Background: an optimization exercise with open tools, aiming at small area, a short achievable clock period and few clock cycles. Do not read the settings as production practice.
At most, simulation tests tie the RTL to the original design; equivalence was not proved.
Power and IR drop assume default switching activity.

==> flow/design.v (excerpt) <==
module psiframe_pkt (
  input  wire        clk,
  input  wire        rst,             
  input  wire        cmd_valid,
  input  wire [63:0] cmd,
  output wire        cmd_ready,
  output wire        ev_valid,
  output wire [9:0]  ev,
  output wire [41:0] ev_pcr,
  input  wire        ev_ready,
  output wire        idle,
  output wire [63:0] st
);
==> flow/config.mk <==
export PLATFORM = sky130hd
export DESIGN_NAME = psiframe_pkt
export DESIGN_NICKNAME = psiframe_pkt
export VERILOG_FILES = /design/flow/design.v
export SDC_FILE = /design/flow/constraint.sdc
export NUM_CORES = 4
export LEC_CHECK = 0
export CAP_MARGIN = 20
export CORE_MARGIN = 2
export CORE_UTILIZATION = 65
export SLEW_MARGIN = 20
==> flow/constraint.sdc <==
create_clock -name core_clock -period 10.0 [get_ports {clk}]
set_input_delay 2.0000 -clock core_clock [delete_from_list [all_inputs] [get_ports {clk}]]
set_output_delay 2.0000 -clock core_clock [all_outputs]
set_load 0.01 [all_outputs]
standard.sh (not shown) runs the stock make flow with config.mk's settings and CLKGATE_MAP_FILE= SYNTH_SCRIPT=/design/flow/synth_recipe.tcl, a recipe that flattens the netlist after the stock synthesis.
==> flow/flow/run.sh <==
#!/bin/bash
# Own layout flow: the standard synthesis unchanged (standard.sh synth),
# then the standard layout (standard.sh) with extra make settings:
#  - BUFFER_PORTS_ARGS: every input and output port still gets its buffer, but
#    a plain sky130_fd_sc_hd__buf_2 instead of the delay buffer picked by default;
#  - SKIP_REPAIR_TIE_FANOUT: the constant outputs share their tie cells
#    instead of getting one tie cell each;
#  - CTS_ARGS: ORFS's own clock-tree options with clkbuf_8 buffers, without the dummy loads that CTS
#    adds to even out its leaf buffers' loads.
# Each tool's full output stays in this folder: make's output in flow_*.log,
# and ORFS's per-step logs under orfs/logs/.
set -uo pipefail
MARGIN=$(cat flow/margin.txt 2>/dev/null || echo 6.5)
bash standard.sh synth > flow_synth.log 2>&1 || { tail -50 flow_synth.log; exit 1; }
bash standard.sh "SETUP_SLACK_MARGIN=$MARGIN" \
  "BUFFER_PORTS_ARGS=-buffer_cell sky130_fd_sc_hd__buf_2" \
  SKIP_REPAIR_TIE_FANOUT=1 \
  "CTS_ARGS=-sink_clustering_enable -repair_clock_nets -dont_use_dummy_load -buf_list sky130_fd_sc_hd__clkbuf_8" \
  finish > flow_layout.log 2>&1 || { tail -50 flow_layout.log; exit 1; }
tail -5 flow_layout.log
==> flow/flow/margin.txt <==
6.75
The baseline completed with no timing, DRC or antenna violations.
Rerun with:
--- a/flow/design.v
+++ b/flow/design.v
@@ -35,33 +35,30 @@
   reg [3:0]  rc[0:15];
   reg        crdy;
   reg        cv;
   reg        cunk;         
   reg [3:0]  cop;
   reg        crsv;         
   reg        cfe;          
   reg [31:0] cf;           
   reg        J;            
-  reg        addq;         
-  reg        dropq;        
   reg [2:0]  gk;
   reg [7:0]  gd;           
   reg        gpe;          
   reg        evv;
   reg [9:0]  evq;
   reg        evpep;        
   reg        idle_q;
   reg [32:0] dq;
   reg [6:0]  drem;
   reg [1:0]  p10;          
   reg [5:0]  dcnt;         
   reg        dinv;         
-  reg        invgo;        
   assign cmd_ready = crdy;
   assign ev_valid  = evv;
   assign ev        = evq;
   assign ev_pcr    = {drem, dq, p10};
   assign idle      = idle_q;
   assign st = {32'hFFFFFFFF, 1'b0, pkleft, 15'd0, pcrv, 1'b0, fault, mode};
   wire [7:0] iop  = cmd[63:56];
   wire       iunk = (|iop[7:6]) | (|iop[4:3]) |
                     (iop[5] ? (iop[2] & iop[1]) : (|iop[2:1]));
@@ -156,33 +153,33 @@
   wire pos15 = pos == 4'd15;
   reg rdy;
   always @(*) begin
     rdy = 1'b1;
     if (fm)
       rdy = !abw | !pkopen | pos15;
     else if (!cunk && !rsv && midle && (is_add || is_drop || is_open) && !sdone)
       rdy = 1'b0;
     else if (ok && is_add)
-      rdy = addq & !rv[15];
+      rdy = !rv[15];
     else if (ok && is_drop)
-      rdy = dropq & pos15;
+      rdy = pos15;
     else if (ok && is_abort)
       rdy = !pkopen | pos15;
   end
   wire go    = cv & J & rdy;
   wire xg    = go & ok;                            
   wire do_ab = go & (fm ? abw : (ok & is_abort));  
   wire last_byte = pkleft == 8'd1;
   wire x_open  = xg & is_open;
   wire x_byte  = xg & is_byte;
   wire x_fill  = xg & is_fill;
-  wire x_add   = cv & J & addq & !rv[15];
-  wire x_drop  = cv & J & dropq & pos15;
+  wire x_add   = xg & is_add;
+  wire x_drop  = xg & is_drop;
   wire x_ld    = xg & is_ld;
   wire x_close = x_fill | (x_byte & last_byte);  
   wire [7:0] dt   = {drem, dq[32]};
   wire       dqb  = dt >= 8'd75;
   wire [7:0] dts  = dt - 8'd75;
   wire [6:0] dr   = dqb ? dts[6:0] : dt[6:0];
   wire [7:0] ut   = {1'b0, drem} + (dq[0] ? 8'd75 : 8'd0);
   wire [32:0] base = dq[32:0];
   wire [8:0]  ext  = {drem, p10};
@@ -269,21 +266,22 @@
   wire       n_pe = go ? last_byte : gpe;
   wire [9:0] cur  = go ? s_cur : c_cur;
   wire       c_adv = !go & ofree & c_has;         
   wire n_evv   = ofree ? (go ? (s_k != G_IDLE) : c_has) : evv;
   wire n_evpep = ofree ? (!go && c_has && gk == G_PE && pkpcrv) : evpep;
   wire n_J     = n_k == G_IDLE;
   wire n_cv    = crdy ? cmd_valid : (go ? x_open : (cv & !(c_adv & open_done)));
   wire n_hold  = crdy ? holds(icop) : holds(cop);
   wire [3:0] n_cop = crdy ? icop : cop;
-  wire n_pkpcrv = pkpcrv | (is_open & pcrf);       
+  wire n_pkpcrv = x_open ? pcrf : pkpcrv;
   wire n_pep   = n_evpep |
-                 (n_pkpcrv & (!n_J | (n_cv & (mode == M_PKT) & (n_cop == C_FILL ||
+                 (n_pkpcrv & ((n_k == G_FILL) | (n_k == G_PE) | ((n_k == G_BYTE) & n_pe) |
+                              (n_cv & (mode == M_PKT) & (n_cop == C_FILL ||
                                        (n_cop == C_BYTE && pkleft <= 8'd2)))));
   wire n_crdy  = (!n_cv | (n_J & !n_hold)) & !n_pep;
   wire addw = x_add;                                
   wire dropw = x_drop;                              
   wire restore = do_ab & pkopen;
   wire ccw  = pos15 & (wpend | restore);
   wire [3:0] ccwv = restore ? ccr : ccr + 4'd1;
   integer j;
   always @(posedge clk) begin
@@ -319,32 +317,31 @@
     gd  <= n_d;
     gpe <= n_pe;
     if (ofree) evq <= cur;
     if (crdy && cmd_valid && iop == 8'h22) begin
       dq   <= cmd[34:2];                            
       drem <= cmd[41:35];
       p10  <= cmd[1:0];
       dcnt <= 6'd33;
       dinv <= 1'b0;
-    end else if (invgo) begin
+    end else if (c_adv && gk == G_OPEN && gd[3:0] == 4'd11 && pcrf) begin
       dcnt <= 6'd33;                                
       dinv <= 1'b1;
     end else if (!ddone) begin
       if (dinv) begin
         dq   <= {ut[0], dq[32:1]};
         drem <= ut[7:1];
       end else begin
         dq   <= {dq[31:0], dqb};
         drem <= dr;
       end
       dcnt <= dcnt - 6'd1;
     end
-    invgo <= c_adv && gk == G_OPEN && gd[3:0] == 4'd11 && pcrf;
     if (pos15)
       wpend <= 1'b0;                                
     if (do_ab) begin
       mode   <= M_IDLE;
       fault  <= 4'd0;
       pcrv   <= 1'b0;
       pkleft <= 8'd0;
       pkopen <= 1'b0;
       wpend  <= 1'b0;
@@ -373,32 +370,28 @@
     end
     if (rst) begin
       mode   <= M_IDLE;
       fault  <= 4'd0;
       pcrv   <= 1'b0;
       pkleft <= 8'd0;
       pkopen <= 1'b0;
       wpend  <= 1'b0;
       crdy   <= 1'b1;
-      addq   <= 1'b0;
-      dropq  <= 1'b0;
       cv     <= 1'b0;
       J      <= 1'b1;
       gk     <= G_IDLE;
       evv    <= 1'b0;
       evpep  <= 1'b0;
       idle_q <= 1'b1;
       dcnt   <= 6'd0;
       dinv   <= 1'b0;
       sc     <= 3'd0;
     end else begin
       crdy   <= n_crdy;
-      addq   <= cv & is_add & sdone & ok & !x_add;
-      dropq  <= cv & is_drop & sdone & ok & !x_drop;
       cv     <= n_cv;
       J      <= n_J;
       evv    <= n_evv;
       evpep  <= n_evpep;
       idle_q <= !n_cv && n_k == G_IDLE && !n_evv;
     end
   end
 endmodule
Hold slack is worse by 0.019 ns.
Combinational power came out lower by about 8%.
Global-route usage came out lower by 1.6 points.
Sequential share of layout area came out higher by 0.10 points.
Via count came out lower by about 2.7%.
Routed wire length came out lower by 6.8%.
Synthesized area came out lower by 1.2%.
Non-clock buffer count came out higher by 16.
Final cell count came out lower by 0.42%.
Testbench counts after the change, summed over its fixed seeds: cycles 233,424.
For the first run of this note, only the layout was checked, not whether the RTL still works.

==> port drivers added, routing unchanged <==
How much do the figures lean on ideal ports? The routed layouts below were timed once more, with nothing changed but the port constraints. Step 1: set_driving_cell puts a clkbuf_16 on clk and a buf_2 on each other input, an assumption about the parent block. Step 2 moves the port delays by t, midway between the first and last clock arrival at a register: inputs arrive t later, outputs are due t later. That takes back most of the time a late clock gives input paths. a / b / c = ideal / step 1 / step 2; a / b = the first two.
| run | shift t [ns] | setup slack, ns | worst hold slack (ns) |
|---|---|---|---|
| the first run | 0.612 | 6.685 / 6.714 / 6.102 | 0.278 / 0.278 / 0.278 |
| the second run | 0.622 | 6.693 / 6.720 / 6.098 | 0.259 / 0.259 / 0.259 |
After both steps setup and hold are still met in every run listed. For the second run, which loses most, drivers alone change the setup slack by +0.027 ns; drivers and shift together by -0.595 ns.
